Background: an optimization exercise with open tools, aiming at small area. Do not read the settings as production practice.
Where RTL was checked, it was by simulation tests only, not by an equivalence proof against the original.
Only the layout flow was run in runs 1, 2 and 4; the RTL was not checked for function there.
Power is estimated from default activity; no workload was simulated.

<file path="design.v">
module vm_core (
    input  wire         clk,
    input  wire         rst,
    input  wire [159:0] image,
    output wire [1:0]   run_state,
    output wire [1:0]   fault_kind,
    output wire [15:0]  fault_addr,
    output wire [7:0]   fault_opcode,
    output wire [2:0]   fault_op,
    output wire [15:0]  ip,
    output wire [15:0]  r1,
    output wire [15:0]  r2,
    output wire [159:0] mem
);
    localparam [3:0] ST_CLR   = 4'd0;    
    localparam [3:0] ST_FETCH = 4'd1;    
    localparam [3:0] ST_D1    = 4'd2;    
    localparam [3:0] ST_D2    = 4'd3;    
    localparam [3:0] ST_SEEK  = 4'd4;    
    localparam [3:0] ST_CMP   = 4'd5;    
    localparam [3:0] ST_EXEC  = 4'd6;    
    localparam [3:0] ST_ALIGN = 4'd7;    
    localparam [3:0] ST_DONE  = 4'd8;
    reg [159:0] m;         
    reg [4:0]   rot;
    reg [15:0]  x0, x1, x2;
    reg [3:0]   st;
    reg [3:0]   cnt;
    reg [7:0]   fb;        
    reg [2:0]   opc;
    reg [1:0]   sa;        
    reg         eq;
    reg         c, c2;
    reg [2:0]   fop;
    reg [1:0]   code;
    wire [7:0] h0 = m[7:0];
    assign ip  = x0;
    assign r1  = x1;
    assign r2  = x2;
    assign mem = m;
    wire isLD   = (opc == 3'd1);
    wire isST   = (opc == 3'd2);
    wire isADD  = (opc == 3'd3);
    wire isSUB  = (opc == 3'd4);
    wire isJMP  = (opc == 3'd5);
    wire isJE   = (opc == 3'd6);
    wire isADDI = (opc == 3'd7);
    wire [4:0] p       = x0[4:0];
    wire       ip_neg  = x0[15];
    wire       ip_past = !x0[15] && (x0[14:5] != 10'd0 || x0[4:0] >= 5'd20);
    wire       at_ip   = (rot == p);
    wire       rot0    = (rot == 5'd0);
    wire h0_legal = (h0[7:3] == 5'd0) && (h0[2:0] != 3'd0);
    wire h0_halt  = (h0 == 8'hFF);
    wire opnd_oob = (h0[2:0] == 3'd5 || h0[2:0] == 3'd6) ? (p == 5'd19) :
                    (h0[2:0] == 3'd7) ? (p >= 5'd17) : (p >= 5'd18);
    wire h0_gt2  = (h0 > 8'd2);
    wire h0_gt18 = (h0 > 8'd18);
    wire h0_gt19 = (h0 > 8'd19);
    wire a  = (sa == 2'd0) ? x0[0] : (sa == 2'd1) ? x1[0] : x2[0];
    wire bq = (h0[1:0] == 2'd0) ? x0[0] : (h0[1:0] == 2'd1) ? x1[0] : x2[0];
    wire w0 = m[0];
    wire jumping = isJMP | (isJE & eq);
    wire opA = (isLD | isJMP | isJE) ? 1'b0 : a;
    wire opB = isADD ? bq : isSUB ? ~bq : (isJMP | isJE) ? (w0 & ~cnt[3]) : w0;
    wire res = opA ^ opB ^ c;
    wire c_n = (opA & opB) | (opA & c) | (opB & c);
    wire       dst_r1 = isADD | isSUB | ((isLD | isADDI) & (sa == 2'd1));
    wire       dst_r2 = (isLD | isADDI) & (sa == 2'd2);
    wire       dst_ip = ((isLD | isADDI) & (sa == 2'd0)) | jumping;
    wire lb0 = !jumping && !isJE && !isADDI;           
    wire lb1 = !jumping && !isADDI;                     
    wire lb2 = isADDI;                                  
    wire kb  = (cnt == 4'd0) ? lb0 : (cnt == 4'd1) ? lb1 : (cnt == 4'd2) ? lb2 : 1'b0;
    wire ips = dst_ip ? res : x0[0];
    wire ipo = jumping ? res : (ips ^ kb ^ c2);
    wire c2_n = (ips & kb) | (ips & c2) | (kb & c2);
    wire clr  = (st == ST_CLR);
    wire exec = (st == ST_EXEC);
    wire shreg = clr | exec | (st == ST_CMP);
    wire in0 = clr ? 1'b0 : exec ? ipo : x0[0];
    wire in1 = clr ? 1'b0 : (exec & dst_r1) ? res : x1[0];
    wire in2 = clr ? 1'b0 : (exec & dst_r2) ? res : x2[0];
    wire eq_n = eq & (x1[0] == x2[0]);
    reg        rotate;     
    reg        wsh;        
    reg [3:0]  st_n;
    reg        fb_ld;
    reg        end_now;    
    reg [1:0]  code_n;
    reg [2:0]  fop_n;
    always @* begin
        rotate  = 1'b0;
        wsh     = 1'b0;
        st_n    = st;
        fb_ld   = 1'b0;
        end_now = 1'b0;
        code_n  = 2'd3;
        fop_n   = 3'd0;
        case (st)
            ST_CLR: if (cnt == 4'd15) st_n = ST_FETCH;
            ST_FETCH: begin
                if (ip_past) begin
                    end_now = 1'b1; code_n = 2'd2;
                end else if (ip_neg) begin
                    end_now = 1'b1; fop_n = 3'd1;
                end else if (!at_ip) begin
                    rotate = 1'b1;
                end else begin
                    fb_ld = 1'b1;
                    if (h0_halt) begin
                        end_now = 1'b1; code_n = 2'd1;
                    end else if (!h0_legal) begin
                        end_now = 1'b1; fop_n = 3'd0;
                    end else if (opnd_oob) begin
                        end_now = 1'b1; fop_n = 3'd2;
                    end else begin
                        rotate = 1'b1; st_n = ST_D1;
                    end
                end
            end
            ST_D1: begin
                if (isJMP) begin
                    if (h0_gt19) begin
                        end_now = 1'b1; fop_n = 3'd5; fb_ld = 1'b1;
                    end else st_n = ST_EXEC;
                end else if (isJE) begin
                    st_n = ST_CMP;
                end else if (h0_gt2) begin
                    end_now = 1'b1; fop_n = 3'd0;
                end else begin
                    rotate = 1'b1; st_n = ST_D2;
                end
            end
            ST_D2: begin
                if (isLD | isST) begin
                    fb_ld = 1'b1;
                    if (h0_gt18) begin
                        end_now = 1'b1; fop_n = isLD ? 3'd3 : 3'd4;
                    end else st_n = ST_SEEK;
                end else if ((isADD | isSUB) & h0_gt2) begin
                    end_now = 1'b1; fop_n = 3'd0;
                end else st_n = ST_EXEC;
            end
            ST_SEEK: begin
                if (rot == fb[4:0]) st_n = ST_EXEC;
                else rotate = 1'b1;
            end
            ST_CMP: begin
                if (cnt == 4'd15) begin
                    if (eq_n & h0_gt19) begin
                        end_now = 1'b1; fop_n = 3'd5; fb_ld = 1'b1;
                    end else st_n = ST_EXEC;
                end
            end
            ST_EXEC: begin
                wsh = !(isADD | isSUB);
                if (cnt == 4'd15) st_n = ST_FETCH;
            end
            ST_ALIGN: begin
                if (rot0) st_n = ST_DONE;
                else rotate = 1'b1;
            end
            default: ;
        endcase
        if (end_now) st_n = rot0 ? ST_DONE : ST_ALIGN;
    end
    wire [4:0] rot_inc = (rot == 5'd19) ? 5'd0 : rot + 5'd1;
    wire [159:0] m_rot = {m[7:0], m[159:8]};
    wire [15:0]  w_sh  = {(isST ? a : m[0]), m[15:1]};
    wire sel_rot  = !rst & rotate;
    wire sel_wsh  = !rst & wsh;
    wire sel_hold = !rst & !rotate;           
    wire sel_hw   = !rst & !rotate & !wsh;    
    wire [159:0] m_n = ({160{rst}} & image) | ({160{sel_rot}} & m_rot) |
                       ({144'd0, {16{sel_wsh}} & w_sh}) |
                       ({{144{sel_hold}}, {16{sel_hw}}} & m);
    always @(posedge clk) m <= m_n;
    always @(posedge clk) begin
        if (rst) begin
            rot <= 5'd0;
            st  <= ST_CLR;
            cnt <= 4'd0;
        end else begin
            if (rotate) rot <= rot_inc;
            st  <= st_n;
            cnt <= (st_n != st) ? 4'd0 : cnt + 4'd1;
        end
    end
    always @(posedge clk) begin
        if (shreg) begin
            x0 <= {in0, x0[15:1]};
            x1 <= {in1, x1[15:1]};
            x2 <= {in2, x2[15:1]};
        end
        if (fb_ld) fb <= h0;
        if (st == ST_FETCH) opc <= h0[2:0];
        if (st == ST_D1) sa <= h0[1:0];
        if (st == ST_D1) eq <= 1'b1;
        else if (st == ST_CMP) eq <= eq_n;
        if (st != ST_EXEC) begin
            c  <= (st_n == ST_EXEC) & isSUB;
            c2 <= 1'b0;
        end else begin
            c  <= c_n;
            c2 <= c2_n;
        end
        if (end_now) begin
            code <= code_n;
            fop  <= fop_n;
        end
    end
    wire done    = (st == ST_DONE);
    wire faulted = (code == 2'd3);
    wire f_ip    = (fop == 3'd1) | (fop == 3'd0 & faulted);
    wire f_fb    = (fop == 3'd2) | (fop == 3'd0 & faulted);
    assign run_state    = done ? code : 2'd0;
    assign fault_op     = fop;
    assign fault_kind   = !faulted ? 2'd0 : (fop == 3'd0) ? 2'd1 : 2'd2;
    assign fault_addr   = f_ip ? x0 : (fop == 3'd2) ? 16'd20 :
                          (fop[2] | (fop == 3'd3)) ? {8'd0, fb} : 16'd0;
    assign fault_opcode = f_fb ? fb : (fop[2] | (fop == 3'd3)) ? {5'd0, opc} : 8'd0;
endmodule
</file>
<file path="flow/run.sh">
#!/bin/bash
export BUFFER_PORTS_ARGS="-buffer_cell sky130_fd_sc_hd__buf_1"
bash standard.sh > standard.log 2>&1
</file>
<file path="standard.sh">
#!/bin/bash
# synth_recipe.tcl (not shown) runs the flow's synth.tcl, then flattens the netlist and writes it again
# the make line also repeats each setting of config.mk as NAME=value (left out here)
make -C /OpenROAD-flow-scripts/flow DESIGN_CONFIG=/design/flow/config.mk WORK_HOME=/design/flow/orfs CLKGATE_MAP_FILE= SYNTH_SCRIPT=/design/flow/synth_recipe.tcl "${@:-finish}"
</file>
<file path="config.mk">
export PLATFORM = sky130hd
export DESIGN_NAME = vm_core
export DESIGN_NICKNAME = vm_core
export VERILOG_FILES = /design/flow/design.v
export SDC_FILE = /design/flow/constraint.sdc
export NUM_CORES = 4
export LEC_CHECK = 0
export ABC_AREA = 1
export CAP_MARGIN = 20
export CORE_MARGIN = 2
export CORE_UTILIZATION = 30
export CTS_BUF_LIST = sky130_fd_sc_hd__clkbuf_16
export CTS_CLUSTER_DIAMETER = 120
export CTS_CLUSTER_SIZE = 20
export SLEW_MARGIN = 20
</file>
<file path="constraint.sdc">
create_clock -name core_clock -period 10.0 [get_ports {clk}]
set_input_delay 2.0000 -clock core_clock [delete_from_list [all_inputs] [get_ports {clk}]]
set_output_delay 2.0000 -clock core_clock [all_outputs]
set_load 0.01 [all_outputs]
</file>
==> metrics.md, run 1 <==
| Metric | Value |
|---|---|
| Finished Core Util | `0.370` |
| Clock transition at path regs | `0.10 ns` |
| CTS Buf Count | `16` |
| Min Tclk post-route | `4.46 ns` |
| Layout cell share with drive strength beyond 1 | `0.0313` |
| Routed wire length | `36300 um` |
| Htree depth | `1` |
| Critical Path Fanout Max | `15` |
| # nets final | `1889` |
| Cell Pwr Density | `268 nW/um^2` |
| Multiplexer share of the synthesized area | `0` |
| Routed length per instance | `16.6 um` |
| Die Ht | `190 um` |
| Cell area after synthesis | `10400 um^2` |
| Post-synth top flop | `dfxtp_1` |
| Worst IR Drop VDD | `0.146 mV` |
| Clock Latency Late Sink | `0.51 ns` |
| Synth Area in XOR/XNOR | `0.00588` |
| Final Max Tran Viols | `0` |
| DR vias/cell | `4.73` |
| Post-CTS Setup Repair Bufs | `0` |
| Synth Area in Simple Gates | `0.357` |
| DRC viols | `0` |
| Pin count of the biggest net entering global routing | `115` |
| Initial antenna violation count | `1` |
| Synthesized net count | `1523` |
| Area after DPL | `12300 um^2` |
| Post-synthesis register bit count | `242` |
| Comb pwr share | `0.328` |
| Sw Ratio | `0.412` |
| Syn Inst Count | `1353` |
| Root Driver | `clkbuf_16` |
| WS Path Type | `register to output port` |
| Async SR Flop Fraction | `0` |
| Type of origin of the critical path | `register` |
| Deepest clock path buffer count | `3` |
| Number of port buffers | `400` |
| Pre-Repair DR Iteration Count | `7` |
| HP Class | `register to register` |
| GPL Wtd Cong | `0.908` |
| Global-route wire length before repair | `54600 um` |
| Detailed Place HPWL | `27100 um` |
| Register area share after synthesis | `0.528` |
| Die area | `36300 um^2` |
| Seq pwr share | `0.476` |
| Worst EP arrival | `2.46 ns` |
| Final worst-path cycle share | `0.446` |
| Synth Area in Compound Gates | `0.0385` |
| Vias | `10311` |
| Status | `finished clean` |
| Max Freq | `0.224 GHz` |
| RSZ-0062 raised after global routing | `no` |
| Initial core utilization | `0.304` |
| Final setup vio count | `0` |
| Avg Cell Area, Syn | `7.71 um^2` |
| Crit path capture type | `output port` |
| Area Growth Syn to Fin | `22.0%` |
| Fillers | `3698` |
| Diodes inserted | `0` |
| Yosys warnings | `1` |
| Max Cap Violations | `0` |
| GR Overflow Total | `0` |
| Core Box Area | `34400 um^2` |
| Slew @ Worst Pin | `1.08 ns` |
| Design Area, Final | `12700 um^2` |
| P_int | `2.01 mW` |
| DRT antenna net count | `0` |
| Fin Setup TNS | `0 ns` |
| Total global-route track usage | `0.192` |
| P_leak | `5.27 nW` |
| Num ports | `401` |
| Slew margin rel. | `0.273` |
| Clock power share | `0.196` |
| Vias in the first global route | `9587` |
| Rows | `68` |
| Chip Width | `190 um` |
| Switching power | `1.41 mW` |
| Setup Skew | `0.0256 ns` |
| Synth Area in Adders | `0.0110` |
| Final Hold Vio Count | `0` |
| Post-synth cell types | `42` |
| Initial DRC Count | `686` |
| CTS sink count | `242` |
| PostCTS Resize Cnt | `0` |
| Hold_buf cts | `0` |
| Post-synth EDFFs | `66` |
| Main combinational cell family by area after synthesis | `simple AND/OR/NAND/NOR gates` |
| CTS tree | `done` |
| WP data required | `8.00 ns` |
## worst max-delay path, stage by stage, from the launching register on
cell      delay [ns]
edfxtp_1        0.50
nor4_1          0.66
a31oi_1         0.12
buf_4           0.23
o221ai_1        0.24
buf_1           0.20
## layout make-up
| class | count | area (um^2) | share of cell area |
|---|---|---|---|
| Tap cell | 455 | 569 | 0.0447 |
| Clock buffer | 17 | 425 | 0.0334 |
| Timing Repair Buffer | 407 | 1570 | 0.123 |
| Clock inverter | 6 | 40.0 | 0.00314 |
| Sequential cell | 242 | 5510 | 0.432 |
| Multi-Input combinational cell | 969 | 4320 | 0.339 |
| Inverter | 83 | 312 | 0.0245 |
## state kept, by name, indices dropped and copies added (netlist names), 3 cells and up
| register | count |
|---|---|
| opc | 3 |
| x1 | 16 |
| m | 160 |
| rot | 5 |
| x0 | 16 |
| x2 | 16 |
| cnt | 4 |
| fb | 8 |
| fop | 3 |
| st | 4 |
## logic make-up (layout without fill, tap and decap cells)
kind of cell | count (synthesis) | after routing
XOR/XNOR | 7 | 7
AO/OA/AOI/OAI | 64 | 64
flip-flops | 242 | 242
AND/OR/NAND/NOR | 890 | 890
adder cells (fa/ha/maj) | 8 | 8
buffers and inverters | 142 | 513
## cell usage in the layout (no fill, tap or decap), types with 2 or more instances in the layout
cell	instances
xor2_1	4
ha_1	6
nand3_1	172
nor4_1	2
inv_2	9
edfxtp_1	66
nor3_4	2
o21ai_0	21
a31oi_1	2
xnor2_1	3
o221ai_1	4
nor3_2	2
buf_6	2
buf_4	5
buf_1	399
o22ai_1	10
nand2_1	600
nand4_1	26
nor2_2	2
nor3_1	6
nand3_2	3
a21oi_1	12
inv_1	78
dfxtp_1	176
a21oi_2	3
o211ai_1	6
nand2_2	2
fa_1	2
clkbuf_16	17
nor2_1	68
## metrics by stage
step	hold slack (ns)	total power, mW	worst slack, ns	instances
global placement	0.433	2.76	5.64	2156
finish	0.443	3.42	5.54	2179
CTS	0.450	3.45	5.53	2179
detailed placement	0.435	2.78	5.60	2156
floorplan	0.445	2.28	6.24	1353
global route	0.467	3.64	5.45	2179
## cell usage after synthesis (3+ instances only)
cell type / n / area share
buf_4: 16 / 0.012
edfxtp_1: 66 / 0.19
clkbuf_1: 27 / 0.0097
nor2_1: 68 / 0.024
a21oi_1: 12 / 0.0058
nand2_1: 600 / 0.22
buf_1: 3 / 0.0011
a21oi_2: 3 / 0.0025
nand4_1: 26 / 0.016
o21ai_0: 21 / 0.010
buf_2: 11 / 0.0053
inv_1: 74 / 0.027
inv_2: 9 / 0.0032
o22ai_1: 10 / 0.0060
o221ai_1: 4 / 0.0034
ha_1: 6 / 0.0072
o211ai_1: 6 / 0.0043
nand3_1: 173 / 0.083
dfxtp_1: 176 / 0.34
nor3_1: 7 / 0.0034
xnor2_1: 3 / 0.0025
xor2_1: 4 / 0.0034
## power by group through the flow
stage,Combinational (mW),Sequential [mW],Clock [mW]
2_1_floorplan,0.601,1.68,0
3_3_place_gp,1.12,1.64,0
3_5_place_dp,1.13,1.65,0
4_1_cts,1.13,1.63,0.685
5_1_grt,1.26,1.66,0.712
6_report,1.12,1.63,0.669
## layer usage
layer	routed length, um	track usage	share of wire	vias up
li1	-	-	-	5091
met1	14700	0.230	0.41	4778
met2	17600	0.335	0.49	388
met3	2770	0.0493	0.076	52
met4	1150	0.0593	0.032	2
met5	10	0	0.00028	-
## final timing paths
| check | from | endpoint | slack (ns) | cells past startpoint |
|---|---|---|---|---|
| setup reg to reg | m[1] | m[43] | 6.02 | 15 |
| hold reg to reg | x1[13] | x1[12] | 0.44 | 0 |
| setup / recovery | fop[1] | fault_addr[4] | 5.54 | 5 |
| hold / removal | x1[13] | x1[12] | 0.44 | 0 |
==> run 2, diff against run 1 <==
--- a/design.v
+++ b/design.v
@@ -32,6 +32,5 @@
     reg         eq;
     reg         c, c2;
-    reg [2:0]   fop;
-    reg [1:0]   code;
+    reg [2:0]   oc;        
     wire [7:0] h0 = m[7:0];
     assign ip  = x0;
@@ -88,6 +87,5 @@
     reg        fb_ld;
     reg        end_now;    
-    reg [1:0]  code_n;
-    reg [2:0]  fop_n;
+    reg [2:0]  oc_n;
     always @* begin
         rotate  = 1'b0;
@@ -96,39 +94,39 @@
         fb_ld   = 1'b0;
         end_now = 1'b0;
-        code_n  = 2'd3;
-        fop_n   = 3'd0;
+        oc_n    = 3'd0;
         case (st)
             ST_CLR: if (cnt == 4'd15) st_n = ST_FETCH;
             ST_FETCH: begin
+                rotate = 1'b1;
+                fb_ld  = 1'b1;
                 if (ip_past) begin
-                    end_now = 1'b1; code_n = 2'd2;
+                    end_now = 1'b1; oc_n = 3'd7;
                 end else if (ip_neg) begin
-                    end_now = 1'b1; fop_n = 3'd1;
-                end else if (!at_ip) begin
-                    rotate = 1'b1;
-                end else begin
-                    fb_ld = 1'b1;
+                    end_now = 1'b1; oc_n = 3'd1;
+                end else if (at_ip) begin
                     if (h0_halt) begin
-                        end_now = 1'b1; code_n = 2'd1;
+                        end_now = 1'b1; oc_n = 3'd6;
                     end else if (!h0_legal) begin
-                        end_now = 1'b1; fop_n = 3'd0;
+                        end_now = 1'b1; oc_n = 3'd0;
                     end else if (opnd_oob) begin
-                        end_now = 1'b1; fop_n = 3'd2;
+                        end_now = 1'b1; oc_n = 3'd2;
                     end else begin
-                        rotate = 1'b1; st_n = ST_D1;
+                        st_n = ST_D1;
                     end
                 end
             end
             ST_D1: begin
+                rotate = !(isJMP | isJE);
+                fb_ld  = isJMP | isJE;
                 if (isJMP) begin
                     if (h0_gt19) begin
-                        end_now = 1'b1; fop_n = 3'd5; fb_ld = 1'b1;
+                        end_now = 1'b1; oc_n = 3'd5;
                     end else st_n = ST_EXEC;
                 end else if (isJE) begin
                     st_n = ST_CMP;
                 end else if (h0_gt2) begin
-                    end_now = 1'b1; fop_n = 3'd0;
+                    end_now = 1'b1; oc_n = 3'd0;
                 end else begin
-                    rotate = 1'b1; st_n = ST_D2;
+                    st_n = ST_D2;
                 end
             end
@@ -137,8 +135,8 @@
                     fb_ld = 1'b1;
                     if (h0_gt18) begin
-                        end_now = 1'b1; fop_n = isLD ? 3'd3 : 3'd4;
+                        end_now = 1'b1; oc_n = isLD ? 3'd3 : 3'd4;
                     end else st_n = ST_SEEK;
                 end else if ((isADD | isSUB) & h0_gt2) begin
-                    end_now = 1'b1; fop_n = 3'd0;
+                    end_now = 1'b1; oc_n = 3'd0;
                 end else st_n = ST_EXEC;
             end
@@ -148,7 +146,8 @@
             end
             ST_CMP: begin
+                fb_ld = 1'b1;
                 if (cnt == 4'd15) begin
                     if (eq_n & h0_gt19) begin
-                        end_now = 1'b1; fop_n = 3'd5; fb_ld = 1'b1;
+                        end_now = 1'b1; oc_n = 3'd5;
                     end else st_n = ST_EXEC;
                 end
@@ -164,5 +163,5 @@
             default: ;
         endcase
-        if (end_now) st_n = rot0 ? ST_DONE : ST_ALIGN;
+        if (end_now) st_n = ST_ALIGN;
     end
     wire [4:0] rot_inc = (rot == 5'd19) ? 5'd0 : rot + 5'd1;
@@ -206,18 +205,17 @@
             c2 <= c2_n;
         end
-        if (end_now) begin
-            code <= code_n;
-            fop  <= fop_n;
-        end
+        if (end_now) oc <= oc_n;
     end
     wire done    = (st == ST_DONE);
-    wire faulted = (code == 2'd3);
-    wire f_ip    = (fop == 3'd1) | (fop == 3'd0 & faulted);
-    wire f_fb    = (fop == 3'd2) | (fop == 3'd0 & faulted);
-    assign run_state    = done ? code : 2'd0;
+    wire faulted = !(oc[2] & oc[1]);
+    wire [2:0] fop = faulted ? oc : 3'd0;
+    wire f_ip    = (oc == 3'd1) | (oc == 3'd0);
+    wire f_fb    = (oc == 3'd2) | (oc == 3'd0);
+    wire f_by    = (oc == 3'd3) | (oc == 3'd4) | (oc == 3'd5);
+    assign run_state    = !done ? 2'd0 : faulted ? 2'd3 : oc[0] ? 2'd2 : 2'd1;
     assign fault_op     = fop;
-    assign fault_kind   = !faulted ? 2'd0 : (fop == 3'd0) ? 2'd1 : 2'd2;
-    assign fault_addr   = f_ip ? x0 : (fop == 3'd2) ? 16'd20 :
-                          (fop[2] | (fop == 3'd3)) ? {8'd0, fb} : 16'd0;
-    assign fault_opcode = f_fb ? fb : (fop[2] | (fop == 3'd3)) ? {5'd0, opc} : 8'd0;
+    assign fault_kind   = !faulted ? 2'd0 : (oc == 3'd0) ? 2'd1 : 2'd2;
+    assign fault_addr   = f_ip ? x0 : (oc == 3'd2) ? 16'd20 :
+                          f_by ? {8'd0, fb} : 16'd0;
+    assign fault_opcode = f_fb ? fb : f_by ? {5'd0, opc} : 8'd0;
 endmodule
==> metrics.md, run 2 <==
| Metric | Value |
|---|---|
| Post-synth top flop | `dfxtp_1` |
| Initial core utilization | `0.306 (+0.00250)` |
| Final Hold Vio Count | `0 (unchanged)` |
| Area after DPL | `12200 um^2 (-0.69%)` |
| Final worst-path cycle share | `0.469 (+0.0233)` |
| Post-synth EDFFs | `64 (-3.0%)` |
| Layout cell share with drive strength beyond 1 | `0.0268 (-0.00448)` |
| Max Cap Violations | `0 (unchanged)` |
| Dominant cells by area after synthesis | `dfxtp_1, edfxtp_1, nand2_1, o211ai_1, inv_1` |
| CTS sink count | `240 (-0.83%)` |
| Total global-route track usage | `0.193 (+0.00114)` |
| Die area | `35900 um^2 (-1.1%)` |
| Routed wire length | `36200 um (-0.23%)` |
| Most flops, register | `m` |
| Most frequent cells in the layout | `nand2_1, buf_1, dfxtp_1` |
| Biggest area consumer among synthesized cells | `dfxtp_1` |
| Register area share after synthesis | `0.528 (about the same)` |
| Fillers | `3618 (-2.2%)` |
| Initial antenna violation count | `3 (+2)` |
| Syn Inst Count | `1272 (-6.0%)` |
| Slew margin rel. | `0.323 (+0.0500)` |
| Fin Setup TNS | `0 ns (unchanged)` |
| Top sig layer | `met5` |
| Critical Path Fanout Max | `79 (+64)` |
| CTS Buf Count | `15 (-1)` |
| Hold_sp | `x1[6]` |
| Met2 routed WL | `17900 um (+1.5%)` |
| HP Class | `register to register` |
| Min Tclk post-route | `4.69 ns (+0.233 ns)` |
| Post-synth cell types | `41 (-2.4%)` |
| Avg Cell Area, Syn | `8.11 um^2 (+5.1%)` |
| Routed length on met1 | `14600 um (-0.85%)` |
| Metal3 WL | `2740 um (-1.0%)` |
| Routed length per instance | `17.3 um (+4.1%)` |
| Type of origin of the critical path | `primary input` |
| DR vias/cell | `4.80 (+1.3%)` |
| GR Overflow Total | `0 (unchanged)` |
| Global-route wire length before repair | `54400 um (-0.34%)` |
| Area Growth Syn to Fin | `22.2%` |
| CP Launch Point | `rst` |
| Setup Skew | `0.0298 ns (+0.00421 ns)` |
| Clock Latency Late Sink | `0.51 ns (about the same)` |
| Worst setup margin | `5.31 ns (-0.233 ns)` |
| Design Area, Final | `12600 um^2 (-0.99%)` |
| Worst IR Drop VDD | `0.196 mV (+34%)` |
| Dpl ws | `4.75 ns (-0.850 ns)` |
| Post-synthesis register bit count | `240 (-0.83%)` |
| Chip Width | `189 um (-0.56%)` |
| Post-synth top cells | `nand2_1, dfxtp_1, inv_1, o211ai_1, nor2_1` |
| Root Driver | `clkbuf_16` |
| Pre-Repair DR Iteration Count | `5 (-2)` |
| Slew @ Worst Pin | `1.02 ns (-0.0691 ns)` |
| Max Freq | `0.213 GHz (-5.0%)` |
| Core Box Area | `33700 um^2 (-2.0%)` |
| DRT antenna net count | `0 (unchanged)` |
| Hold_buf cts | `0 (unchanged)` |
| Max reg flops | `160 (unchanged)` |
| Rows | `67 (-1.5%)` |
| RSZ-0062 raised after global routing | `no` |
| Vias in the first global route | `9538 (-0.51%)` |
| Worst EP arrival | `5.06 ns (+2.60 ns)` |
| Detailed Place HPWL | `27000 um (-0.68%)` |
| Status | `finished clean` |
| PostCTS Resize Cnt | `0 (unchanged)` |
| Yosys warnings | `1 (unchanged)` |
| Synth top area share | `0.342 (+0.00393)` |
| Num ports | `401 (unchanged)` |
| DRC viols | `0 (unchanged)` |
| Cell area after synthesis | `10300 um^2 (-1.2%)` |
| Htree depth | `1 (unchanged)` |
| P_leak | `5.07 nW (-3.7%)` |
| Initial DRC Count | `595 (-13%)` |
| GPL Wtd Cong | `0.921 (+1.5%)` |
| Cell Pwr Density | `332 nW/um^2 (+24%)` |
| Final Max Tran Viols | `0 (unchanged)` |
| Die Ht | `189 um (-0.56%)` |
| Crit path capture type | `register` |
| Pin count of the biggest net entering global routing | `103 (-10%)` |
| CTS tree | `done` |
| Number of port buffers | `400 (unchanged)` |
| Top-count cell post-synth | `nand2_1` |
| Async SR Flop Fraction | `0 (unchanged)` |
| Post-CTS Setup Repair Bufs | `0 (unchanged)` |
| # nets final | `1806 (-4.4%)` |
| WP data required | `10.37 ns (+2.37 ns)` |
| Synthesized net count | `1442 (-5.3%)` |
| Deepest clock path buffer count | `3 (unchanged)` |
| Worst r2r src | `rot[0]` |
| Commonest non-fill, non-tap cell in the layout | `nand2_1` |
| Vias | `10018 (-2.8%)` |
| Clock transition at path regs | `0.09 ns (about the same)` |
| WS Path Type | `primary input to register` |
| Final setup vio count | `0 (unchanged)` |
-- run 2: changes by cell type after synthesis, moves of 8 or more --
cell and delta:
inv_1 +75, nand3_1 -112, o211ai_1 +85, o221ai_1 +30, buf_4 -12, nand2_1 -157
buf_2 +8
-- run 2: cell type report --
class | instances | area [um^2] | share of cell area
tap | 448 | 561 | 0.0445
inverter | 157 | 591 | 0.0468
antenna | 2 | 5.00 | 0.000397
multi-input combinational | 816 | 4020 | 0.319
sequential | 240 | 5450 | 0.432
clock buffer | 15 | 375 | 0.0298
timing repair buffer | 406 | 1580 | 0.126
clock inverter | 5 | 23.8 | 0.00189
-- run 2: path summary, 6_finish.rpt --
check,end,slack (ns),cells after the start
max reg2reg,m[132],6.12,12
max,m[132],5.31,7
min,x1[5],0.45,0
min reg2reg,x1[5],0.45,0
-- run 2: cell families (layout without fill, tap and decap cells) --
| logic type | Yosys count | count (layout) | synth area share |
|---|---|---|---|
| flops | 240 | 240 | 0.528 |
| xor+xnor | 4 | 4 | 0.00340 |
| other cells | 0 | 2 | 0 |
| fa+ha+maj | 8 | 8 | 0.0112 |
| buf+inv | 216 | 583 | 0.0831 |
| compound gates | 184 | 184 | 0.128 |
| simple gates | 620 | 620 | 0.246 |
-- run 2: worst max-delay path, cell delays in order --
cell      delay [ns]
clkbuf_4        0.61
inv_1           0.21
nand2_4         0.74
clkinv_2        0.60
buf_4           0.50
nand2_1         0.15
o211ai_1        0.10
-- run 2: stage by stage --
step	cells	utilization	power, mW	hold WS, ns
2_1_floorplan	1272	-	2.85	0.451
3_3_place_gp	2065	0.361	3.59	0.436
3_5_place_dp	2066	0.361	3.62	0.435
4_1_cts	2086	0.373	4.23	0.451
5_1_grt	2087	0.374	4.48	0.461
6_report	2089	0.374	4.18	0.451
-- run 2: where the power goes --
part	total [mW]	switching (mW)	internal, mW
Combinational	1.71	1.20	0.510
Sequential	1.87	0.374	1.50
Clock	0.604	0.331	0.273
Total	4.18	1.90	2.28
-- run 2: routing by layer --
| metal | vias up | track usage |
|---|---|---|
| met5 | - | 0 |
| met4 | 2 | 0.0513 |
| met3 | 44 | 0.0450 |
| met2 | 375 | 0.344 |
| met1 | 4682 | 0.232 |
| li1 | 4915 | - |
==> run 3, diff against run 2 <==
--- a/design.v
+++ b/design.v
@@ -98,11 +98,12 @@
             ST_CLR: if (cnt == 4'd15) st_n = ST_FETCH;
             ST_FETCH: begin
-                rotate = 1'b1;
-                fb_ld  = 1'b1;
                 if (ip_past) begin
                     end_now = 1'b1; oc_n = 3'd7;
                 end else if (ip_neg) begin
                     end_now = 1'b1; oc_n = 3'd1;
-                end else if (at_ip) begin
+                end else if (!at_ip) begin
+                    rotate = 1'b1;
+                end else begin
+                    fb_ld = 1'b1;
                     if (h0_halt) begin
                         end_now = 1'b1; oc_n = 3'd6;
@@ -112,14 +113,12 @@
                         end_now = 1'b1; oc_n = 3'd2;
                     end else begin
-                        st_n = ST_D1;
+                        rotate = 1'b1; st_n = ST_D1;
                     end
                 end
             end
             ST_D1: begin
-                rotate = !(isJMP | isJE);
-                fb_ld  = isJMP | isJE;
                 if (isJMP) begin
                     if (h0_gt19) begin
-                        end_now = 1'b1; oc_n = 3'd5;
+                        end_now = 1'b1; oc_n = 3'd5; fb_ld = 1'b1;
                     end else st_n = ST_EXEC;
                 end else if (isJE) begin
@@ -128,5 +127,5 @@
                     end_now = 1'b1; oc_n = 3'd0;
                 end else begin
-                    st_n = ST_D2;
+                    rotate = 1'b1; st_n = ST_D2;
                 end
             end
@@ -146,8 +145,7 @@
             end
             ST_CMP: begin
-                fb_ld = 1'b1;
                 if (cnt == 4'd15) begin
                     if (eq_n & h0_gt19) begin
-                        end_now = 1'b1; oc_n = 3'd5;
+                        end_now = 1'b1; oc_n = 3'd5; fb_ld = 1'b1;
                     end else st_n = ST_EXEC;
                 end
@@ -163,5 +161,5 @@
             default: ;
         endcase
-        if (end_now) st_n = ST_ALIGN;
+        if (end_now) st_n = rot0 ? ST_DONE : ST_ALIGN;
     end
     wire [4:0] rot_inc = (rot == 5'd19) ? 5'd0 : rot + 5'd1;
==> metrics.md, run 3 <==
| Metric | Value |
|---|---|
| Post-synth top flop | `dfxtp_1` |
| Die area | `36100 um^2 (+0.50%)` |
| Num ports | `401 (unchanged)` |
| CTS Buf Count | `16 (+1)` |
| Status | `finished clean` |
| Worst Reg-to-Reg Cells | `15 (+3)` |
| Most frequent cells in the layout | `nand2_1, buf_1, dfxtp_1` |
| CTS sink count | `240 (unchanged)` |
| Worst r2r src | `m[1]` |
| Critical path's largest stage delay | `0.76 ns (+0.02 ns)` |
| Cell Pwr Density | `274 nW/um^2 (-18%)` |
| Clock transition at path regs | `0.09 ns (about the same)` |
| Rows | `68 (+1.5%)` |
| Setup Skew | `0.0232 ns (-0.00659 ns)` |
| Area after DPL | `12200 um^2 (+0.50%)` |
| Worst IR Drop VDD | `0.186 mV (-4.7%)` |
| Synthesized net count | `1437 (-0.35%)` |
| Max Freq | `0.216 GHz (+1.4%)` |
| Finished Layout Cells | `2094 (+0.24%)` |
| Routed length per instance | `17.5 um (+1.0%)` |
| Number of port buffers | `400 (unchanged)` |
| Design Area, Final | `12700 um^2 (+0.75%)` |
| Commonest non-fill, non-tap cell in the layout | `nand2_1` |
| Max reg flops | `160 (unchanged)` |
| Vias | `10044 (+0.26%)` |
| Most frequent CP cell | `buf_4` |
| Routed wire length | `36600 um (+1.3%)` |
| M1 GR Usage | `0.234 (+0.00184)` |
| Final Max Tran Viols | `0 (unchanged)` |
| Post-synth top cells | `nand2_1, dfxtp_1, inv_1, nand3_1, o221ai_1` |
| HP Class | `register to register` |
| Async SR Flop Fraction | `0 (unchanged)` |
| P_leak | `5.17 nW (+2.0%)` |
| Post-Place Cells | `2070 (+0.19%)` |
| Fin Setup TNS | `0 ns (unchanged)` |
| Root Driver | `clkbuf_16` |
| DR vias/cell | `4.80 (about the same)` |
| CP Launch Point | `rst` |
| Hold_buf cts | `0 (unchanged)` |
| GR Util met2 | `0.340 (-0.00420)` |
| GR Overflow Total | `0 (unchanged)` |
| Yosys warnings | `1 (unchanged)` |
| Max Cap Violations | `0 (unchanged)` |
| Worst path buffer plus inverter count | `5 (+1)` |
| Fillers | `3695 (+2.1%)` |
| Met3 Usage GRT | `0.0472 (+0.00218)` |
| Pin count of the biggest net entering global routing | `93 (-9.7%)` |
| Type of origin of the critical path | `primary input` |
| Global-route wire length before repair | `55000 um (+1.0%)` |
| Register area share after synthesis | `0.525 (-0.00268)` |
| Post-CTS Setup Repair Bufs | `0 (unchanged)` |
| Top-count cell post-synth | `nand2_1` |
| Avg Cell Area, Syn | `8.18 um^2 (+0.91%)` |
| Final worst-path cycle share | `0.463 (-0.00654)` |
| Pre-Repair DR Iteration Count | `5 (unchanged)` |
| RSZ-0062 raised after global routing | `no` |
| Clock Latency Late Sink | `0.51 ns (about the same)` |
| Chip Width | `190 um (+0.25%)` |
| End of the critical path | `m[3]` |
| DRT antenna net count | `0 (unchanged)` |
| Total global-route track usage | `0.194 (+0.00171)` |
| Post-synthesis register bit count | `240 (unchanged)` |
| Initial antenna violation count | `2 (-1)` |
| Biggest area consumer among synthesized cells | `dfxtp_1` |
| Vias in the first global route | `9832 (+3.1%)` |
| Initial DRC Count | `501 (-16%)` |
| WP data required | `10.39 ns (+0.02 ns)` |
| DRC viols | `0 (unchanged)` |
| CP top delay family | `buffers and inverters` |
| Deepest clock path buffer count | `3 (unchanged)` |
| Min Tclk post-route | `4.63 ns (-0.0654 ns)` |
| Post-synth EDFFs | `64 (unchanged)` |
| # nets final | `1803 (-0.17%)` |
| Post-synth cell types | `45 (+9.8%)` |
| Most flops, register | `m` |
| Top Usage Layer GRT | `met2` |
| WS Path Type | `primary input to register` |
| Capturing point of the worst reg2reg path | `m[3]` |
| Initial core utilization | `0.302 (-0.00372)` |
| GPL Wtd Cong | `0.872 (-5.3%)` |
| Slew @ Worst Pin | `1.07 ns (+0.0544 ns)` |
| Slew margin rel. | `0.287 (-0.0362)` |
| Final hold slack | `0.453 ns (+0.00281 ns)` |
| Crit path cell chain | `clkbuf_4 -> buf_4 -> inv_1 -> nand2_4 -> inv_2 -> buf_4 -> nand2_1 -> nand4_1` |
| Layout cell share with drive strength beyond 1 | `0.0403 (+0.0134)` |
| Worst EP arrival | `5.02 ns (-0.04 ns)` |
| Crit path capture type | `register` |
| Slowest-stage cell, CP | `nand2_4` |
| Area Growth Syn to Fin | `22.5%` |
| Die Ht | `190 um (+0.25%)` |
| CTS tree | `done` |
| Final Hold Vio Count | `0 (unchanged)` |
| Final setup vio count | `0 (unchanged)` |
| Synth top area share | `0.340 (-0.00173)` |
| Core Box Area | `34300 um^2 (+1.7%)` |
| Dominant cells by area after synthesis | `dfxtp_1, edfxtp_1, nand2_1, o221ai_1, inv_1` |
| Htree depth | `1 (unchanged)` |
| PostCTS Resize Cnt | `0 (unchanged)` |
| Stages on worst setup path | `8 (+1)` |
| R2R Setup Slk | `5.89 ns (-0.23 ns)` |
| Cell area after synthesis | `10400 um^2 (+0.51%)` |
| Detailed Place HPWL | `27100 um (+0.59%)` |
| Syn Inst Count | `1267 (-0.39%)` |
| Critical Path Fanout Max | `91 (+15%)` |
[run 3: cell types whose count changed in the layout (fill, tap and decap cells not counted), moves of 3 or more]
cell      change
nand2_2       +7
nor3_2        +3
o221ai_1     +33
a21oi_1       +7
inv_2         +6
o211ai_1     -50
nand2_1      -13
nand3_1       +8
buf_4         +3
nor2_1       -10
[run 3: routing by layer]
layer	vias up	part of all wire
met4	2	0.031
met1	4639	0.40
met2	410	0.49
li1	4931	-
met5	-	0.00035
met3	62	0.082
[run 3: cells by family (layout without fill, tap and decap cells)]
family | count (synthesis) | after routing | share of synthesized area
xor gates and xnor gates | 5 | 5 | 0.00423
other | 0 | 1 | 0
DFF | 240 | 240 | 0.525
AOI/OAI and AO/OA | 175 | 175 | 0.124
buffers and inverters | 220 | 591 | 0.0851
and+or+nand+nor | 619 | 619 | 0.250
adders and majority gates | 8 | 8 | 0.0111
[run 3: final cells by class]
| class | instances | area, um^2 | area share |
|---|---|---|---|
| repair buffers | 407 | 1560 | 0.123 |
| multi-input cells | 807 | 4060 | 0.320 |
| clock buffers | 17 | 425 | 0.0335 |
| flip-flops and latches | 240 | 5450 | 0.429 |
| diodes | 1 | 2.50 | 0.000197 |
| clock inverters | 6 | 37.5 | 0.00296 |
| well taps | 455 | 569 | 0.0448 |
| inverters | 161 | 604 | 0.0476 |
[run 3: where the power goes]
part	internal, mW	switching, mW	total [mW]
registers	1.36	0.244	1.61
logic	0.358	0.847	1.20
clock network	0.311	0.353	0.664
[run 3: how the worst min path moves through the flow]
| stage | from | endpoint | slack [ns] | cells past startpoint |
|---|---|---|---|---|
| after floorplan | cnt[0] | cnt[0] | 0.44 | 1 |
| after global placement | x1[15] | x1[14] | 0.43 | 0 |
| after detailed placement | x2[5] | x2[4] | 0.44 | 0 |
| after CTS | x2[5] | x2[4] | 0.46 | 0 |
| after global routing | x2[15] | x2[14] | 0.46 | 0 |
| final | x2[5] | x2[4] | 0.45 | 0 |
[run 3: through the flow]
step	worst slack [ns]	utilization	power (mW)
after floorplan	6.69	-	2.32
after global routing	5.08	0.370	3.71
after CTS	5.29	0.370	3.52
final	5.37	0.370	3.47
after global placement	4.77	0.357	2.83
after detailed placement	4.74	0.357	2.84
==> run 4, diff against run 3 <==
--- a/design.v
+++ b/design.v
@@ -49,5 +49,4 @@
     wire       ip_past = !x0[15] && (x0[14:5] != 10'd0 || x0[4:0] >= 5'd20);
     wire       at_ip   = (rot == p);
-    wire       rot0    = (rot == 5'd0);
     wire h0_legal = (h0[7:3] == 5'd0) && (h0[2:0] != 3'd0);
     wire h0_halt  = (h0 == 8'hFF);
@@ -82,5 +81,6 @@
     wire in2 = clr ? 1'b0 : (exec & dst_r2) ? res : x2[0];
     wire eq_n = eq & (x1[0] == x2[0]);
-    reg        rotate;     
+    reg        rq;         
+    wire       rotate = rq;
     reg        wsh;        
     reg [3:0]  st_n;
@@ -89,5 +89,4 @@
     reg [2:0]  oc_n;
     always @* begin
-        rotate  = 1'b0;
         wsh     = 1'b0;
         st_n    = st;
@@ -98,12 +97,10 @@
             ST_CLR: if (cnt == 4'd15) st_n = ST_FETCH;
             ST_FETCH: begin
+                fb_ld  = 1'b1;
                 if (ip_past) begin
                     end_now = 1'b1; oc_n = 3'd7;
                 end else if (ip_neg) begin
                     end_now = 1'b1; oc_n = 3'd1;
-                end else if (!at_ip) begin
-                    rotate = 1'b1;
-                end else begin
-                    fb_ld = 1'b1;
+                end else if (at_ip) begin
                     if (h0_halt) begin
                         end_now = 1'b1; oc_n = 3'd6;
@@ -113,12 +110,13 @@
                         end_now = 1'b1; oc_n = 3'd2;
                     end else begin
-                        rotate = 1'b1; st_n = ST_D1;
+                        st_n = ST_D1;
                     end
                 end
             end
             ST_D1: begin
+                fb_ld  = isJMP | isJE;
                 if (isJMP) begin
                     if (h0_gt19) begin
-                        end_now = 1'b1; oc_n = 3'd5; fb_ld = 1'b1;
+                        end_now = 1'b1; oc_n = 3'd5;
                     end else st_n = ST_EXEC;
                 end else if (isJE) begin
@@ -127,5 +125,5 @@
                     end_now = 1'b1; oc_n = 3'd0;
                 end else begin
-                    rotate = 1'b1; st_n = ST_D2;
+                    st_n = ST_D2;
                 end
             end
@@ -141,11 +139,11 @@
             end
             ST_SEEK: begin
-                if (rot == fb[4:0]) st_n = ST_EXEC;
-                else rotate = 1'b1;
+                if (!rq) st_n = ST_EXEC;
             end
             ST_CMP: begin
+                fb_ld = 1'b1;
                 if (cnt == 4'd15) begin
                     if (eq_n & h0_gt19) begin
-                        end_now = 1'b1; oc_n = 3'd5; fb_ld = 1'b1;
+                        end_now = 1'b1; oc_n = 3'd5;
                     end else st_n = ST_EXEC;
                 end
@@ -156,10 +154,9 @@
             end
             ST_ALIGN: begin
-                if (rot0) st_n = ST_DONE;
-                else rotate = 1'b1;
+                if (!rq) st_n = ST_DONE;
             end
             default: ;
         endcase
-        if (end_now) st_n = rot0 ? ST_DONE : ST_ALIGN;
+        if (end_now) st_n = ST_ALIGN;
     end
     wire [4:0] rot_inc = (rot == 5'd19) ? 5'd0 : rot + 5'd1;
@@ -174,6 +171,14 @@
                        ({{144{sel_hold}}, {16{sel_hw}}} & m);
     always @(posedge clk) m <= m_n;
+    wire [4:0] rot_n = rq ? rot_inc : rot;
+    wire [4:0] fb_n  = fb_ld ? h0[4:0] : fb[4:0];
+    wire       d1_jmp = (h0[2:0] == 3'd5) | (h0[2:0] == 3'd6);
+    wire       rq_n  = (st_n == ST_FETCH) |
+                       ((st_n == ST_D1) & !d1_jmp) |
+                       ((st_n == ST_SEEK) & (rot_n != fb_n)) |
+                       ((st_n == ST_ALIGN) & (rot_n != 5'd0));
     always @(posedge clk) begin
         if (rst) begin
+            rq  <= 1'b0;
             rot <= 5'd0;
             st  <= ST_CLR;
@@ -181,4 +186,5 @@
         end else begin
             if (rotate) rot <= rot_inc;
+            rq  <= rq_n;
             st  <= st_n;
             cnt <= (st_n != st) ? 4'd0 : cnt + 4'd1;
==> metrics.md, run 4 <==
| Metric | Value |
|---|---|
| Status | `finished clean` |
| Crit path cell chain | `nor2_1 -> inv_1 -> a21oi_1 -> inv_1 -> o22ai_1 -> buf_1` |
| DRC viols | `0 (unchanged)` |
| Initial DRC Count | `648 (+29%)` |
| Yosys warnings | `1 (unchanged)` |
| Setup Skew | `0.0346 ns (+0.0113 ns)` |
| Max reg flops | `160 (unchanged)` |
| Final setup vio count | `0 (unchanged)` |
| Clock Latency Late Sink | `0.51 ns (about the same)` |
| Cell Pwr Density | `278 nW/um^2 (+1.5%)` |
| Area after DPL | `12500 um^2 (+1.8%)` |
| Vias | `10325 (+2.8%)` |
| Pin count of the biggest net entering global routing | `107 (+15%)` |
| Die Ht | `191 um (+0.80%)` |
| Register area share after synthesis | `0.519 (-0.00658)` |
| Deepest clock path buffer count | `3 (unchanged)` |
| Fin Setup TNS | `0 ns (unchanged)` |
| WS Path Type | `register to output port` |
| Most frequent cells in the layout | `nand2_1, buf_1, dfxtp_1` |
| Final Max Tran Viols | `0 (unchanged)` |
| Max Freq | `0.232 GHz (+7.6%)` |
| Critical Path Fanout Max | `15 (-84%)` |
| Most frequent CP cell | `inv_1` |
| Type of origin of the critical path | `register` |
| Number of port buffers | `400 (unchanged)` |
| Async SR Flop Fraction | `0 (unchanged)` |
| Final worst-path cycle share | `0.430 (-0.0327)` |
| CTS Buf Count | `16 (unchanged)` |
| Global-route wire length before repair | `54000 um (-1.8%)` |
| Die area | `36600 um^2 (+1.6%)` |
| Pre-Repair DR Iteration Count | `5 (unchanged)` |
| P_leak | `5.37 nW (+3.9%)` |
| Initial core utilization | `0.305 (+0.00269)` |
| Post-synth top flop | `dfxtp_1` |
| Most flops, register | `m` |
| Critical path's largest stage delay | `0.46 ns (-0.30 ns)` |
| Clock transition at path regs | `0.08 ns (about the same)` |
| CTS tree | `done` |
| Avg Cell Area, Syn | `7.85 um^2 (-4.1%)` |
| Initial antenna violation count | `4 (+2)` |
| WP data required | `8.00 ns (-2.39 ns)` |
| Worst EP arrival | `2.30 ns (-2.72 ns)` |
| Design Area, Final | `12900 um^2 (+2.0%)` |
| Post-CTS Setup Repair Bufs | `0 (unchanged)` |
| Slowest-stage cell, CP | `edfxtp_1` |
| Layout cell share with drive strength beyond 1 | `0.0425 (+0.00225)` |
| Area Growth Syn to Fin | `22.9%` |
| HP Class | `register to register` |
| Design Power | `3.59 mW (+3.4%)` |
| Finished Core Util | `0.375 (+0.00443)` |
| GR Overflow Total | `0 (unchanged)` |
| Root Driver | `clkbuf_16` |
| DR vias/cell | `4.75 (-0.94%)` |
| Routed length per instance | `16.5 um (-5.8%)` |
| RSZ-0062 raised after global routing | `no` |
| Post-synthesis register bit count | `241 (+0.42%)` |
| CTS sink count | `241 (+0.42%)` |
| Vias in the first global route | `9684 (-1.5%)` |
| Num ports | `401 (unchanged)` |
| Max Cap Violations | `0 (unchanged)` |
| Synth top area share | `0.336 (-0.00359)` |
| Total global-route track usage | `0.187 (-0.00746)` |
| Min Tclk post-route | `4.30 ns (-0.327 ns)` |
| Post-synth cell types | `46 (+2.2%)` |
| R2R Setup Slk | `6.63 ns (+0.74 ns)` |
| Slew @ Worst Pin | `1.04 ns (-0.0272 ns)` |
| Synthesized net count | `1512 (+5.2%)` |
| Dominant cells by area after synthesis | `dfxtp_1, edfxtp_1, nand2_1, nand3_1, inv_1` |
| Worst IR Drop VDD | `0.161 mV (-13%)` |
| Top-count cell post-synth | `nand2_1` |
| Core Box Area | `34500 um^2 (+0.74%)` |
| Cell area after synthesis | `10500 um^2 (+1.6%)` |
| DRT antenna net count | `0 (unchanged)` |
| Crit path capture type | `output port` |
| Htree depth | `1 (unchanged)` |
| GPL Wtd Cong | `0.875 (+0.37%)` |
| Detailed Place HPWL | `26800 um (-0.97%)` |
| Hold_buf cts | `0 (unchanged)` |
| Biggest area consumer among synthesized cells | `dfxtp_1` |
| Post-synth EDFFs | `64 (unchanged)` |
| # nets final | `1879 (+4.2%)` |
| PostCTS Resize Cnt | `0 (unchanged)` |
| Syn Inst Count | `1343 (+6.0%)` |
| Commonest non-fill, non-tap cell in the layout | `nand2_1` |
| Slew margin rel. | `0.305 (+0.0182)` |
| Final Hold Vio Count | `0 (unchanged)` |
| Chip Width | `191 um (+0.80%)` |
| Rows | `68 (unchanged)` |
| Routed wire length | `35800 um (-2.2%)` |
| Post-synth top cells | `nand2_1, dfxtp_1, nand3_1, inv_1, nor2_1` |
run 4: per-stage QoR:
step	instances	hold WS (ns)	setup slack, ns
floorplan	1343	0.463	6.69
CTS	2171	0.453	5.62
global placement	2147	0.428	5.15
global route	2172	0.465	5.52
detailed placement	2147	0.435	5.10
finish	2173	0.452	5.70
run 4: report_power, final:
group	internal, mW	switching, mW
registers	1.36	0.255
clock network	0.327	0.349
logic	0.396	0.908
run 4: layout make-up:
type                    count  area, um^2
fillers                  3722       21600
flip-flops and latches    241        5470
multi-input cells         910        4360
repair buffers            406        1550
well taps                 455         569
inverters                 135         507
clock buffers              18         450
clock inverters             6        35.0
diodes                      2        5.00
run 4: path summary, 6_finish.rpt:
check,from,end,cells past startpoint
worst min-delay path,x2[12],x2[11],0
worst max-delay path,oc[0],fault_addr[1],6
worst max register to register,m[1],x0[15],11
worst min register to register,x2[12],x2[11],0
run 4: critical path: cells and delay by family (launching register included):
kind	cells	cell delay, ns
and+or+nand+nor	1	0.20
AOI/OAI and AO/OA	2	0.51
DFF	1	0.46
buffers and inverters	3	0.64
run 4: kinds of logic (layout without fill, tap and decap cells):
family | count (synthesis) | in the layout | synth area share
AND/OR/NAND/NOR | 776 | 776 | 0.315
buffers and inverters | 192 | 565 | 0.0694
AO/OA/AOI/OAI | 123 | 123 | 0.0842
other | 0 | 2 | 0
flip-flops | 241 | 241 | 0.519
adder cells (fa/ha/maj) | 7 | 7 | 0.00974
XOR/XNOR | 4 | 4 | 0.00333
run 4: routing by layer:
layer  global-route usage  part of all wire  up-vias
met3               0.0428             0.072       51
met2                0.314              0.47      352
met4               0.0518             0.025        4
li1                     -                 -     5118
met1                0.240              0.43     4800
met5                    0           0.00084        -

static timing again, ports no longer ideal:
No port has a modelled driver above. Below, the same layouts with a new extraction and two added sets of constraints.
Step 1 assumes that a clkbuf_16 drives the clock port and a buf_2 every other input.
Step 2 adds t to the input delays and takes it off the output delays; t is the mean of the earliest and latest rising clock arrival at the registers after step 1. Input paths then give back, and output paths get back, about the clock's delay inside the block.
Slacks: no drivers / after step 1 / after step 2; pairs: no drivers / after step 1.
run | shift t [ns] | setup slack, ns | worst setup path at the end | pins driven straight from the clock port
run 1 | 0.551 | 5.540 / 5.488 / 5.841 | input to register | 1
run 2 | 0.546 | 5.307 / 5.335 / 4.789 | input to register | 1
run 3 | 0.549 | 5.372 / 5.402 / 4.853 | input to register | 1
run 4 | 0.538 | 5.699 / 5.652 / 5.441 | input to register | 1
After both steps setup and hold are still met in every run listed. The setup slack of run 3, which loses most, moves by +0.030 ns with the drivers and by -0.519 ns with both steps.
